This design comes from an exercise in tuning for small area, a short achievable clock period and few clock cycles on the open sky130 flow, not from production work. At most, simulation tests tie the RTL to the original design; equivalence was not proved.

==> run a <==
// ryo_b64xor
module ryo_b64xor (
    input  wire        clk,
    input  wire        rst,         
    input  wire        clr_a,
    input  wire        clr_b,
    input  wire        push_a,
    input  wire        push_b,
    input  wire [7:0]  push_data,
    input  wire        cmd_we,
    input  wire [15:0] cmd_wdata,
    input  wire [6:0]  out_idx,
    output wire [7:0]  out_data,
    output wire [7:0]  status,
    output wire [15:0] cmd,
    output wire [6:0]  len_a,
    output wire [6:0]  len_b,
    output wire [6:0]  len_out,
    output wire [7:0]  res
);
    localparam NMAX = 64;
    localparam OP_HEXDEC  = 3'd1;
    localparam OP_B64ENC  = 3'd2;
    localparam OP_HEX2B64 = 3'd3;
    localparam OP_XORBUF  = 3'd4;
    localparam OP_XORKEY  = 3'd5;
    localparam OP_RECOVER = 3'd6;
    reg [7:0]  buf_a [0:NMAX-1];
    reg [7:0]  buf_b [0:NMAX-1];
    reg [7:0]  buf_o [0:NMAX-1];    
    reg [6:0]  len_a_q, len_b_q, len_out_q;
    reg [15:0] cmd_q;
    reg        busy, done, ovfa, ovfb;
    reg [2:0]  err;
    reg [7:0]  res_q;
    reg        o_b64;               
    reg [7:0]  o_key;               
    reg [6:0]  o_last;              
    reg [1:0]  o_tail;              
    reg        nonhex;              
    reg [6:0]  gcnt [0:7];          
    reg [4:0]  a_d3, h_d3;          
    reg [1:0]  a_m3, h_m3;          
    reg [2:0]  g_max;               
    reg [6:0]  g_maxc;              
    reg        r_iss;               
    reg [2:0]  r_cls;               
    reg [4:0]  r_kl;                
    reg [2:0]  r_first;             
    reg [3:0]  r_next;              
    reg        s1_v;                
    reg [31:0] s1_part;
    reg [7:0]  s1_key;
    reg        p_v;                 
    reg [6:0]  p_cnt;
    reg [7:0]  p_key;
    reg [6:0]  best_cnt;
    reg [7:0]  best_key;
    integer i;
    function is_hex(input [7:0] c);
        is_hex = (c[7:4] == 4'h3 && c[3:0] <= 4'h9) ||
  ...
Settings: LEC_CHECK=0, CAP_MARGIN=20, CORE_MARGIN=2, CORE_UTILIZATION=40, SETUP_SLACK_MARGIN=3.0, SLEW_MARGIN=20; clock period 10.0 ns.
run.sh (not shown) runs the stock make flow with config.mk's settings and CLKGATE_MAP_FILE= SYNTH_SCRIPT=/design/flow/synth_recipe.tcl, a recipe that flattens the netlist after the stock synthesis.
==> run b (differences from run a) <==
--- a/flow/design.v
+++ b/flow/design.v
@@ -27,36 +27,31 @@
     reg [7:0]  buf_a [0:NMAX-1];
     reg [7:0]  buf_b [0:NMAX-1];
     reg [7:0]  buf_o [0:NMAX-1];    
     reg [6:0]  len_a_q, len_b_q, len_out_q;
     reg [15:0] cmd_q;
     reg        busy, done, ovfa, ovfb;
     reg [2:0]  err;
     reg [7:0]  res_q;
-    reg        o_b64;               
-    reg [7:0]  o_key;               
     reg [6:0]  o_last;              
     reg [1:0]  o_tail;              
     reg        nonhex;              
     reg [6:0]  gcnt [0:7];          
     reg [4:0]  a_d3, h_d3;          
     reg [1:0]  a_m3, h_m3;          
     reg [2:0]  g_max;               
     reg [6:0]  g_maxc;              
     reg        r_iss;               
     reg [2:0]  r_cls;               
     reg [4:0]  r_kl;                
     reg [2:0]  r_first;             
     reg [3:0]  r_next;              
-    reg        s1_v;                
-    reg [31:0] s1_part;
-    reg [7:0]  s1_key;
     reg        p_v;                 
-    reg [6:0]  p_cnt;
+    reg [6:0]  p_cnt0, p_cnt1;
     reg [7:0]  p_key;
     reg [6:0]  best_cnt;
     reg [7:0]  best_key;
     integer i;
     function is_hex(input [7:0] c);
         is_hex = (c[7:4] == 4'h3 && c[3:0] <= 4'h9) ||
                  ((c[7:4] == 4'h4 || c[7:4] == 4'h6) && c[3:0] >= 4'h1 && c[3:0] <= 4'h6);
     endfunction
@@ -136,32 +131,42 @@
             for (i = 0; i < NMAX; i = i + 1) begin
                 if (w_hex && i < NMAX / 2)
                     buf_o[i] <= {hexv(buf_a[2*i]), hexv(buf_a[2*i+1])};
                 else
                     buf_o[i] <= buf_a[i] ^ (buf_b[i] & {8{w_xb}});
             end
         end
     end
-    reg [63:0] hit;
+    reg [63:0] hit0, hit1;
+    reg [4:0]  y;
+    reg        cm;
     always @* begin
-        for (i = 0; i < NMAX; i = i + 1)
-            hit[i] = (i < len_a_q) && (buf_a[i][7:5] == r_cls) &&
-                     s5(buf_a[i][4:0] ^ r_kl);
+        for (i = 0; i < NMAX; i = i + 1) begin
+            cm = (i < len_a_q) && (buf_a[i][7:5] == r_cls);
+            y  = buf_a[i][4:0] ^ r_kl;
+            hit0[i] = cm && s5(y);
+            hit1[i] = cm && s5(y ^ 5'd1);
+        end
     end
-    wire [31:0] part;
+    wire [31:0] part0, part1;
     genvar gp;
     generate
         for (gp = 0; gp < 8; gp = gp + 1) begin : g_pop
-            ryo_pop8 u_pop (.x(hit[8*gp +: 8]), .y(part[4*gp +: 4]));
+            ryo_pop8 u_pop0 (.x(hit0[8*gp +: 8]), .y(part0[4*gp +: 4]));
+            ryo_pop8 u_pop1 (.x(hit1[8*gp +: 8]), .y(part1[4*gp +: 4]));
         end
     endgenerate
-    wire [6:0] score;
-    ryo_sum8x4 u_sum (.x(s1_part), .y(score));
-    wire p_win = p_v && (p_cnt > best_cnt || (p_cnt == best_cnt && p_key < best_key));
+    wire [6:0] score0, score1;
+    ryo_sum8x4 u_sum0 (.x(part0), .y(score0));
+    ryo_sum8x4 u_sum1 (.x(part1), .y(score1));
+    wire       p_odd = (p_cnt1 > p_cnt0);
+    wire [6:0] p_cnt = p_odd ? p_cnt1 : p_cnt0;
+    wire [7:0] p_k   = {p_key[7:1], p_odd};
+    wire p_win = p_v && (p_cnt > best_cnt || (p_cnt == best_cnt && p_k < best_key));
     reg       nx_ok;
     reg [2:0] nx_cls;
     reg [7:0] g_min_key;
     always @* begin
         nx_ok  = 1'b0;
         nx_cls = 3'd0;
         for (i = 7; i >= 0; i = i - 1) begin
             g_min_key = {i[2:0] ^ 3'b011, 5'd0};
@@ -233,98 +238,103 @@
                 end
             end
             if (push_b) begin
                 if (len_b_q < NMAX) len_b_q <= len_b_q + 7'd1;
                 else                ovfb    <= 1'b1;
             end
             if (cmd_we) begin
                 cmd_q  <= cmd_wdata;
-                o_b64  <= (w_op == OP_B64ENC) || (w_op == OP_HEX2B64);
-                o_key  <= cmd_wdata[15:8];
                 o_last <= b64_last;
                 o_tail <= m_mod3;
                 err    <= w_err;
                 res_q  <= 8'd0;
                 if (rec_go) begin
                     busy      <= 1'b1;
                     done      <= 1'b0;
                     len_out_q <= 7'd0;
                 end else begin
                     done      <= 1'b1;
                     len_out_q <= (w_err == 3'd0) ? w_len : 7'd0;
                 end
             end
         end else begin
-            if (!r_iss && !s1_v) begin
+            if (!r_iss) begin
                 busy  <= 1'b0;
                 done  <= 1'b1;
-                res_q <= p_win ? p_key : best_key;
+                res_q <= p_win ? p_k : best_key;
             end
         end
     end
     always @(posedge clk) begin
-        s1_part <= part;
-        s1_key  <= {r_cls ^ 3'b011, r_kl};
-        p_cnt   <= score;
-        p_key   <= s1_key;
+        p_cnt0   <= score0;
+        p_cnt1   <= score1;
+        p_key    <= {r_cls ^ 3'b011, r_kl};
     end
     always @(posedge clk) begin
         if (!busy) begin
             r_iss    <= 1'b1;
             r_cls    <= g_max;
             r_first  <= g_max;
             r_kl     <= 5'd0;
             r_next   <= 4'd0;
-            s1_v     <= 1'b0;
             p_v      <= 1'b0;
             best_cnt <= 7'd0;
             best_key <= 8'd0;
         end else begin
-            s1_v   <= r_iss;
-            p_v    <= s1_v;
+            p_v    <= r_iss;
             if (p_win) begin
                 best_cnt <= p_cnt;
-                best_key <= p_key;
+                best_key <= p_k;
             end
-            r_kl <= r_kl + 5'd1;
-            if (r_kl == 5'd31) begin
+            r_kl <= r_kl + 5'd2;
+            if (r_kl == 5'd30) begin
                 if (nx_ok) begin
                     r_cls  <= nx_cls;
                     r_next <= {1'b0, nx_cls} + 4'd1;
                 end else begin
                     r_iss  <= 1'b0;
                 end
             end
         end
     end
     reg [527:0] strm;
     always @* begin
         strm = 528'd0;
         for (i = 0; i < NMAX; i = i + 1)
             strm[527 - 8*i -: 8] = buf_o[i];
     end
-    wire [5:0] sext_w [0:127];
+    wire [23:0] grp_w [0:31];
     genvar q;
     generate
-        for (q = 0; q < 128; q = q + 1) begin : g_sx
-            if (q < 88) begin : g_in
-                assign sext_w[q] = strm[527 - 6*q -: 6];
+        for (q = 0; q < 32; q = q + 1) begin : g_gr
+            if (q < 22) begin : g_in
+                assign grp_w[q] = strm[527 - 24*q -: 24];
             end else begin : g_out
-                assign sext_w[q] = 6'd0;
+                assign grp_w[q] = 24'd0;
             end
         end
     endgenerate
-    wire [5:0] sx   = sext_w[out_idx];
+    wire [23:0] grp = grp_w[out_idx[6:2]];
+    reg  [5:0]  sx;
+    always @* begin
+        case (out_idx[1:0])
+            2'd0: sx = grp[23:18];
+            2'd1: sx = grp[17:12];
+            2'd2: sx = grp[11:6];
+            default: sx = grp[5:0];
+        endcase
+    end
     wire       last = (out_idx == o_last);
     wire [5:0] sxm  = {sx[5:4],
                        sx[3:2] & {2{!(last && o_tail == 2'd1)}},
                        sx[1:0] & {2{!(last && o_tail != 2'd0)}}};
     wire       pad  = (out_idx > o_last);
-    assign out_data = o_b64 ? (pad ? 8'h3D : b64c(sxm)) : (buf_o[out_idx[5:0]] ^ o_key);
+    wire o_b64 = (cmd_q[2:1] == 2'b01);
+    assign out_data = o_b64 ? (pad ? 8'h3D : b64c(sxm)) : (buf_o[out_idx[5:0]] ^ cmd_q[15:8]);
     assign status   = {1'b0, ovfb, ovfa, err, done, busy};
     assign cmd      = cmd_q;
     assign len_a    = len_a_q;
     assign len_b    = len_b_q;
     assign len_out  = len_out_q;
     assign res      = res_q;
 endmodule
 module ryo_pop8 (
==> flow/config.mk (replaced) <==
export PLATFORM = sky130hd
export DESIGN_NAME = ryo_b64xor
export DESIGN_NICKNAME = ryo_b64xor
export VERILOG_FILES = /design/flow/design.v
export SDC_FILE = /design/flow/constraint.sdc
export NUM_CORES = 4
export LEC_CHECK = 0
export CAP_MARGIN = 30
export CORE_MARGIN = 2
export CORE_UTILIZATION = 42
export CTS_BUF_LIST = sky130_fd_sc_hd__clkbuf_8 sky130_fd_sc_hd__clkbuf_16
export CTS_CLUSTER_DIAMETER = 60
export CTS_CLUSTER_SIZE = 30
export SETUP_SLACK_MARGIN = 2.3
export SLEW_MARGIN = 30
==> run c (differences from run a) <==
--- a/flow/design.v
+++ b/flow/design.v
@@ -42,21 +42,18 @@
     reg [1:0]  a_m3, h_m3;          
     reg [2:0]  g_max;               
     reg [6:0]  g_maxc;              
     reg        r_iss;               
     reg [2:0]  r_cls;               
     reg [4:0]  r_kl;                
     reg [2:0]  r_first;             
     reg [3:0]  r_next;              
-    reg        s1_v;                
-    reg [31:0] s1_part;
-    reg [7:0]  s1_key;
     reg        p_v;                 
-    reg [6:0]  p_cnt;
+    reg [6:0]  p_cnt0, p_cnt1;
     reg [7:0]  p_key;
     reg [6:0]  best_cnt;
     reg [7:0]  best_key;
     integer i;
     function is_hex(input [7:0] c);
         is_hex = (c[7:4] == 4'h3 && c[3:0] <= 4'h9) ||
                  ((c[7:4] == 4'h4 || c[7:4] == 4'h6) && c[3:0] >= 4'h1 && c[3:0] <= 4'h6);
     endfunction
@@ -136,32 +133,42 @@
             for (i = 0; i < NMAX; i = i + 1) begin
                 if (w_hex && i < NMAX / 2)
                     buf_o[i] <= {hexv(buf_a[2*i]), hexv(buf_a[2*i+1])};
                 else
                     buf_o[i] <= buf_a[i] ^ (buf_b[i] & {8{w_xb}});
             end
         end
     end
-    reg [63:0] hit;
+    reg [63:0] hit0, hit1;
+    reg [4:0]  y;
+    reg        cm;
     always @* begin
-        for (i = 0; i < NMAX; i = i + 1)
-            hit[i] = (i < len_a_q) && (buf_a[i][7:5] == r_cls) &&
-                     s5(buf_a[i][4:0] ^ r_kl);
+        for (i = 0; i < NMAX; i = i + 1) begin
+            cm = (i < len_a_q) && (buf_a[i][7:5] == r_cls);
+            y  = buf_a[i][4:0] ^ r_kl;
+            hit0[i] = cm && s5(y);
+            hit1[i] = cm && s5(y ^ 5'd1);
+        end
     end
-    wire [31:0] part;
+    wire [31:0] part0, part1;
     genvar gp;
     generate
         for (gp = 0; gp < 8; gp = gp + 1) begin : g_pop
-            ryo_pop8 u_pop (.x(hit[8*gp +: 8]), .y(part[4*gp +: 4]));
+            ryo_pop8 u_pop0 (.x(hit0[8*gp +: 8]), .y(part0[4*gp +: 4]));
+            ryo_pop8 u_pop1 (.x(hit1[8*gp +: 8]), .y(part1[4*gp +: 4]));
         end
     endgenerate
-    wire [6:0] score;
-    ryo_sum8x4 u_sum (.x(s1_part), .y(score));
-    wire p_win = p_v && (p_cnt > best_cnt || (p_cnt == best_cnt && p_key < best_key));
+    wire [6:0] score0, score1;
+    ryo_sum8x4 u_sum0 (.x(part0), .y(score0));
+    ryo_sum8x4 u_sum1 (.x(part1), .y(score1));
+    wire       p_odd = (p_cnt1 > p_cnt0);
+    wire [6:0] p_cnt = p_odd ? p_cnt1 : p_cnt0;
+    wire [7:0] p_k   = {p_key[7:1], p_odd};
+    wire p_win = p_v && (p_cnt > best_cnt || (p_cnt == best_cnt && p_k < best_key));
     reg       nx_ok;
     reg [2:0] nx_cls;
     reg [7:0] g_min_key;
     always @* begin
         nx_ok  = 1'b0;
         nx_cls = 3'd0;
         for (i = 7; i >= 0; i = i - 1) begin
             g_min_key = {i[2:0] ^ 3'b011, 5'd0};
@@ -249,82 +256,91 @@
                     done      <= 1'b0;
                     len_out_q <= 7'd0;
                 end else begin
                     done      <= 1'b1;
                     len_out_q <= (w_err == 3'd0) ? w_len : 7'd0;
                 end
             end
         end else begin
-            if (!r_iss && !s1_v) begin
+            if (!r_iss) begin
                 busy  <= 1'b0;
                 done  <= 1'b1;
-                res_q <= p_win ? p_key : best_key;
+                res_q <= p_win ? p_k : best_key;
             end
         end
     end
     always @(posedge clk) begin
-        s1_part <= part;
-        s1_key  <= {r_cls ^ 3'b011, r_kl};
-        p_cnt   <= score;
-        p_key   <= s1_key;
+        p_cnt0   <= score0;
+        p_cnt1   <= score1;
+        p_key    <= {r_cls ^ 3'b011, r_kl};
     end
     always @(posedge clk) begin
         if (!busy) begin
             r_iss    <= 1'b1;
             r_cls    <= g_max;
             r_first  <= g_max;
             r_kl     <= 5'd0;
             r_next   <= 4'd0;
-            s1_v     <= 1'b0;
             p_v      <= 1'b0;
             best_cnt <= 7'd0;
             best_key <= 8'd0;
         end else begin
-            s1_v   <= r_iss;
-            p_v    <= s1_v;
+            p_v    <= r_iss;
             if (p_win) begin
                 best_cnt <= p_cnt;
-                best_key <= p_key;
+                best_key <= p_k;
             end
-            r_kl <= r_kl + 5'd1;
-            if (r_kl == 5'd31) begin
+            r_kl <= r_kl + 5'd2;
+            if (r_kl == 5'd30) begin
                 if (nx_ok) begin
                     r_cls  <= nx_cls;
                     r_next <= {1'b0, nx_cls} + 4'd1;
                 end else begin
                     r_iss  <= 1'b0;
                 end
             end
         end
     end
     reg [527:0] strm;
     always @* begin
         strm = 528'd0;
         for (i = 0; i < NMAX; i = i + 1)
             strm[527 - 8*i -: 8] = buf_o[i];
     end
-    wire [5:0] sext_w [0:127];
+    wire [23:0] grp_w [0:31];
     genvar q;
     generate
-        for (q = 0; q < 128; q = q + 1) begin : g_sx
-            if (q < 88) begin : g_in
-                assign sext_w[q] = strm[527 - 6*q -: 6];
+        for (q = 0; q < 32; q = q + 1) begin : g_gr
+            if (q < 22) begin : g_in
+                assign grp_w[q] = strm[527 - 24*q -: 24];
             end else begin : g_out
-                assign sext_w[q] = 6'd0;
+                assign grp_w[q] = 24'd0;
             end
         end
     endgenerate
-    wire [5:0] sx   = sext_w[out_idx];
+    wire [23:0] grp = grp_w[out_idx[6:2]];
+    reg  [5:0]  sx;
+    always @* begin
+        case (out_idx[1:0])
+            2'd0: sx = grp[23:18];
+            2'd1: sx = grp[17:12];
+            2'd2: sx = grp[11:6];
+            default: sx = grp[5:0];
+        endcase
+    end
     wire       last = (out_idx == o_last);
-    wire [5:0] sxm  = {sx[5:4],
-                       sx[3:2] & {2{!(last && o_tail == 2'd1)}},
-                       sx[1:0] & {2{!(last && o_tail != 2'd0)}}};
     wire       pad  = (out_idx > o_last);
-    assign out_data = o_b64 ? (pad ? 8'h3D : b64c(sxm)) : (buf_o[out_idx[5:0]] ^ o_key);
+    wire [7:0] ch_full = b64c(sx);
+    wire [7:0] ch_t1   = b64c({sx[5:4], 4'd0});
+    wire [7:0] ch_t2   = b64c({sx[5:2], 2'd0});
+    wire [7:0] ch      = !last            ? ch_full :
+                         (o_tail == 2'd1) ? ch_t1   :
+                         (o_tail == 2'd2) ? ch_t2   : ch_full;
+    assign out_data = o_b64 ? (pad ? 8'h3D : ch) : (buf_o[out_idx[5:0]] ^ o_key);
     assign status   = {1'b0, ovfb, ovfa, err, done, busy};
     assign cmd      = cmd_q;
     assign len_a    = len_a_q;
     assign len_b    = len_b_q;
     assign len_out  = len_out_q;
     assign res      = res_q;
 endmodule
 module ryo_pop8 (
==> flow/config.mk (replaced) <==
export PLATFORM = sky130hd
export DESIGN_NAME = ryo_b64xor
export DESIGN_NICKNAME = ryo_b64xor
export VERILOG_FILES = /design/flow/design.v
export SDC_FILE = /design/flow/constraint.sdc
export NUM_CORES = 4
export LEC_CHECK = 0
export CAP_MARGIN = 30
export CORE_MARGIN = 2
export CORE_UTILIZATION = 42
export SETUP_SLACK_MARGIN = 2.2
export SLEW_MARGIN = 30
==> impl_results.md <==
* Worst-Skew Late Latency at 0.90 ns
* Max-capacitance violation count at 0
* Post-layout util at 49.7%
* Clock buf count at 228
* EDFF count, synth at 1616
* Ratio of cells with drive above 1 in the final layout at 14.2%
* Inserted Diodes at 80
* R2r endpoint: p_cnt1[6]
* Cell Area, Synth at 91400 sq um
* FFs & Latches at 1739
* CP Cell Sequence: clkdlybuf4s15_2, buf_6, nand2b_1, buf_8, nor3_1, buf_4, buf_4, a22oi_1, nand4_1, nor4_2, buf_4, nand2_1, o21ai_2, xor2_1, buf_4, nor2_1, clkdlybuf4s50_1
* Status: no timing/DRC/antenna violations
the above is filed under run c

==> impl_results.md <==
* Ratio of cells with drive above 1 in the final layout at 13.9%
* Max-capacitance violation count at 1
* Status: finished with violations
* Worst-Skew Late Latency at 0.92 ns
* SO Viols: capacitance limit, slew limit
* CP Cell Sequence: buf_16, buf_6, nor4_4, and3_1, nor4_2, nand4_1, o311a_4, buf_6, a221oi_4, buf_6, buf_4, buf_6, or4_4, or3_4, nand3_2, a31oi_1, buf_2
* Clock buf count at 239
* FFs & Latches at 1775
* Max-slew violation count at 2
the above is filed under run a

==> impl_results.md <==
* Post-layout util at 49.0%
* CP Cell Sequence: buf_4, bufbuf_16, or4b_2, nor2_2, buf_4, a22oi_1, nand4_1, nor4_2, a31oi_1, xor2_1, nor2_1, a311oi_2, clkdlybuf4s15_2
* Max-capacitance violation count at 0
* Ratio of cells with drive above 1 in the final layout at 13.2%
* Clock buf count at 141
* Inserted Diodes at 89
* Status: no timing/DRC/antenna violations
* R2r endpoint: p_cnt1[6]
* Cell Area, Synth at 90600 sq um
the above is filed under run b

Testbench counts of run b, summed over its fixed seeds: cycles 16,620.
Testbench counts of run c, summed over its fixed seeds: cycles 16,620.
No functional check of the RTL was part of run a.

-- separate check: timing with driven ports --
Ports are ideal in the flow. The routed layouts listed here were re-timed in OpenROAD. Step 1 (the two cells are an assumption about what drives the block):
set clk [get_ports {clk}]
set_driving_cell -lib_cell sky130_fd_sc_hd__clkbuf_16 $clk
set_driving_cell -lib_cell sky130_fd_sc_hd__buf_2 [delete_from_list [all_inputs] $clk]
Step 2 moves the port delays by t, midway between the first and last clock arrival at a register: inputs arrive t later, outputs are due t later. That takes back most of the time a late clock gives input paths. Slacks: ideal / step 1 / step 2; pairs: ideal / step 1.
run | shift t [ns] | setup WS [ns] | hold slack, ns | pins driven straight from the clock port
run a | 0.963 | 2.164 / 1.957 / 1.957 | 0.327 / 0.327 / 0.327 | 1
run b | 0.940 | 2.112 / 2.082 / 2.082 | 0.452 / 0.452 / 0.452 | 1
run c | 0.970 | 2.094 / 2.065 / 2.065 | 0.451 / 0.451 / 0.451 | 1
For run a, which loses most, drivers alone change the setup slack by -0.207 ns; drivers and shift together by -0.207 ns.
